Source: an optimization exercise on an open RTL-to-GDS flow (aim: small area and a short achievable clock period). Production flows keep margins and buffers that such runs may drop.
No activity file was given, so power comes from the tool's default toggle rates.

==> flow/design.v <==
module wlfc_fx (
    input  wire        clk,
    input  wire        rst,         
    input  wire        in_valid,
    input  wire [2:0]  in_op,       
    input  wire [63:0] in_a,
    output reg         out_valid,
    output reg  [63:0] out_data
);
    wire [31:0] w = in_a[31:0];
    wire        op_fl = in_op[2];                         
    wire        op_ff = ~in_op[2] & (in_op[1:0] == 2'd1);
    wire        op_in = ~in_op[2] & (in_op[1:0] == 2'd2);
    wire        op_fr = ~in_op[2] & (in_op[1:0] == 2'd3);
    wire [10:0] ff_e  = in_a[62:52];
    wire [41:0] ff_m  = {1'b1, in_a[51:11]};
    wire        ff_hi = ff_e[10];
    wire        ff_lo = ~ff_e[10] & (&ff_e[9:5]);
    wire [41:0] ff_a  = ff_hi ? ff_m : (ff_lo ? {32'd0, ff_m[41:32]} : 42'd0);
    wire [31:0] fl_x = {1'b0, w[30:0] ^ {31{w[31]}}};
    wire [15:0] v1;  wire [15:0] p1;
    wire [7:0]  v2;  wire [15:0] p2;
    wire [3:0]  v3;  wire [11:0] p3;
    wire [1:0]  v4;  wire [7:0]  p4;
    genvar g;
    generate
        for (g = 0; g < 16; g = g + 1) begin : l1
            assign v1[g] = fl_x[2*g+1] | fl_x[2*g];
            assign p1[g] = fl_x[2*g+1];
        end
        for (g = 0; g < 8; g = g + 1) begin : l2
            assign v2[g] = v1[2*g+1] | v1[2*g];
            assign p2[2*g+1 -: 2] = v1[2*g+1] ? {1'b1, p1[2*g+1]} : {1'b0, p1[2*g]};
        end
        for (g = 0; g < 4; g = g + 1) begin : l3
            assign v3[g] = v2[2*g+1] | v2[2*g];
            assign p3[3*g+2 -: 3] = v2[2*g+1] ? {1'b1, p2[4*g+3 -: 2]} : {1'b0, p2[4*g+1 -: 2]};
        end
        for (g = 0; g < 2; g = g + 1) begin : l4
            assign v4[g] = v3[2*g+1] | v3[2*g];
            assign p4[4*g+3 -: 4] = v3[2*g+1] ? {1'b1, p3[6*g+5 -: 3]} : {1'b0, p3[6*g+2 -: 3]};
        end
    endgenerate
    wire [4:0]  fl_q  = v4[1] ? {1'b1, p4[7:4]} : {1'b0, p4[3:0]};
    wire        fl_xz = ~(v4[1] | v4[0]);
    reg [63:0] sa;
    reg [4:0]  ss;
    always @(*) begin
        if (op_fl) begin
            sa = {w[30:0], 33'd0};
            ss = fl_q;
        end else if (op_ff) begin
            sa = {22'd0, ff_a};
            ss = ~ff_e[4:0];
        end else begin
            sa = {{15{w[31]}}, {8{w[31] & ~op_fr}}, w[31:8] & {24{~op_fr}},
                  w[7] & ~op_in, w[6:0], 9'd0};
            ss = {op_in, op_fr, 3'd0};
        end
    end
    wire [47:0] sh16 = ss[4] ? sa[63:16] : sa[47:0];
    wire [39:0] sh8  = ss[3] ? sh16[47:8] : sh16[39:0];
    wire [35:0] sh4  = ss[2] ? sh8[39:4]  : sh8[35:0];
    wire [33:0] sh2  = ss[1] ? sh4[35:2]  : sh4[33:0];
    wire [32:0] sh   = ss[0] ? sh2[33:1]  : sh2[32:0];
    reg        q_fl;      
    reg        q_ng;      
    reg [4:0]  q_q;
    reg        q_xz;
    reg [32:0] q_sh;
    always @(posedge clk) begin
        if (rst)
            out_valid <= 1'b0;
        else
            out_valid <= in_valid;
        q_fl <= op_fl;
        q_ng <= op_fl ? w[31] : (op_ff & in_a[63]);
        q_q  <= fl_q;
        q_xz <= fl_xz;
        q_sh <= sh[32:0];
    end
    wire [30:0] n_in  = {q_sh[32:9], q_sh[8:2] & {7{q_fl}}};
    wire [30:0] po0 = n_in;
    wire [30:0] po1, po2, po3, po4, po5;
    genvar b;
    generate
        for (b = 0; b < 31; b = b + 1) begin : pfx
            assign po1[b] = (b % 2  >= 1)  ? po0[b] | po0[b - (b % 2)  + 0] : po0[b];
            assign po2[b] = (b % 4  >= 2)  ? po1[b] | po1[b - (b % 4)  + 1] : po1[b];
            assign po3[b] = (b % 8  >= 4)  ? po2[b] | po2[b - (b % 8)  + 3] : po2[b];
            assign po4[b] = (b % 16 >= 8)  ? po3[b] | po3[b - (b % 16) + 7] : po3[b];
            assign po5[b] = (b % 32 >= 16) ? po4[b] | po4[b - (b % 32) + 15] : po4[b];
        end
    endgenerate
    wire [30:0] n_out = n_in ^ ({po5[29:0], 1'b0} & {31{q_ng}});
    wire [8:0]  rnd   = {1'b0, q_sh[8:1]} + {8'd0, q_sh[0]};
    wire [31:0] res   = {n_out[30:7], 8'h00} | {23'd0, rnd};
    wire        fl_p2 = q_ng & ~q_xz & ~|q_sh[32:2];     
    wire        fl_z  = q_xz & ~q_ng;                    
    wire [10:0] fl_e0 = 11'd1015 + {6'd0, q_q};
    wire [10:0] fl_e1 = 11'd1016 + {6'd0, q_q};
    wire [10:0] fl_e  = fl_z ? 11'd0 : (fl_p2 ? fl_e1 : fl_e0);
    always @(*) begin
        if (q_fl)
            out_data = {q_ng, fl_e, n_out, 21'd0};
        else
            out_data = {32'd0, res};
    end
endmodule
==> flow/config.mk <==
export PLATFORM = sky130hd
export DESIGN_NAME = wlfc_fx
export DESIGN_NICKNAME = wlfc_fx
export VERILOG_FILES = /design/flow/design.v
export SDC_FILE = /design/flow/constraint.sdc
export NUM_CORES = 4
export LEC_CHECK = 0
export ABC_AREA = 1
export CAP_MARGIN = 20
export CORE_MARGIN = 2
export CORE_UTILIZATION = 40
export SLEW_MARGIN = 20
==> flow/constraint.sdc <==
create_clock -name core_clock -period 5.5 [get_ports {clk}]
set_input_delay 1.1000 -clock core_clock [delete_from_list [all_inputs] [get_ports {clk}]]
set_output_delay 1.1000 -clock core_clock [all_outputs]
set_load 0.01 [all_outputs]
standard.sh (not shown) runs the stock make flow with config.mk's settings and CLKGATE_MAP_FILE= SYNTH_SCRIPT=/design/flow/synth_recipe.tcl, a recipe that flattens the netlist after the stock synthesis.
==> flow/flow/run.sh <==
#!/bin/bash
# The standard layout (the standard.sh, ORFS synth to finish), except
# that the port buffers ORFS inserts on every input and output use the
# smallest buffer cell, sky130_fd_sc_hd__buf_1, instead of its default.
set -euo pipefail
cd "$(dirname "${BASH_SOURCE[0]}")/.."
bash standard.sh finish "BUFFER_PORTS_ARGS=-buffer_cell sky130_fd_sc_hd__buf_1" > standard_finish.log 2>&1
Change:
--- a/flow/design.v
+++ b/flow/design.v
@@ -55,17 +55,13 @@
         end else begin
             sa = {{15{w[31]}}, {8{w[31] & ~op_fr}}, w[31:8] & {24{~op_fr}},
                   w[7] & ~op_in, w[6:0], 9'd0};
             ss = {op_in, op_fr, 3'd0};
         end
     end
-    wire [47:0] sh16 = ss[4] ? sa[63:16] : sa[47:0];
-    wire [39:0] sh8  = ss[3] ? sh16[47:8] : sh16[39:0];
-    wire [35:0] sh4  = ss[2] ? sh8[39:4]  : sh8[35:0];
-    wire [33:0] sh2  = ss[1] ? sh4[35:2]  : sh4[33:0];
-    wire [32:0] sh   = ss[0] ? sh2[33:1]  : sh2[32:0];
+    wire [63:0] sh = sa >> ss;
     reg        q_fl;      
     reg        q_ng;      
     reg [4:0]  q_q;
     reg        q_xz;
     reg [32:0] q_sh;
     always @(posedge clk) begin
@@ -94,15 +90,13 @@
     endgenerate
     wire [30:0] n_out = n_in ^ ({po5[29:0], 1'b0} & {31{q_ng}});
     wire [8:0]  rnd   = {1'b0, q_sh[8:1]} + {8'd0, q_sh[0]};
     wire [31:0] res   = {n_out[30:7], 8'h00} | {23'd0, rnd};
     wire        fl_p2 = q_ng & ~q_xz & ~|q_sh[32:2];     
     wire        fl_z  = q_xz & ~q_ng;                    
-    wire [10:0] fl_e0 = 11'd1015 + {6'd0, q_q};
-    wire [10:0] fl_e1 = 11'd1016 + {6'd0, q_q};
-    wire [10:0] fl_e  = fl_z ? 11'd0 : (fl_p2 ? fl_e1 : fl_e0);
+    wire [10:0] fl_e  = fl_z ? 11'd0 : (11'd1015 + {6'd0, q_q} + {10'd0, fl_p2});
     always @(*) begin
         if (q_fl)
             out_data = {q_ng, fl_e, n_out, 21'd0};
         else
             out_data = {32'd0, res};
     end
What happened: Design area goes up by a little under a tenth. Final cell count climbs by roughly a tenth. Clock-buffer cell count went down by 1. Synthesized cell count grows by roughly a tenth. Wire length increases by about a fifth. Total power rose by a few percent. Setup slack got worse by 0.39 ns.
No run of this note included a check of the RTL's function; only the layout flow was run.

==> separate check: timing with driven ports <==
The results above use ideal ports. As a check the final layouts listed here were re-extracted and re-timed, cells and wires unchanged. Step 1, drivers: a clkbuf_16 drives clk and a buf_2 each remaining input, both assumed. Step 2 adds t to the input delays and takes it off the output delays; t is the mean of the earliest and latest rising clock arrival at the registers after step 1. Input paths then give back, and output paths get back, about the clock's delay inside the block. a / b / c = ideal / step 1 / step 2; a / b = the first two.
| run | shift t [ns] | setup WS [ns] | worst setup path at the end |
|---|---|---|---|
| the first run | 0.326 | 1.538 / 1.498 / 1.267 | input to register |
| the second run | 0.330 | 1.150 / 1.107 / 1.163 | input to register |
After both steps every run listed still meets setup and hold. For the first run, which loses most, drivers alone change the setup slack by -0.040 ns; drivers and shift together by -0.271 ns.
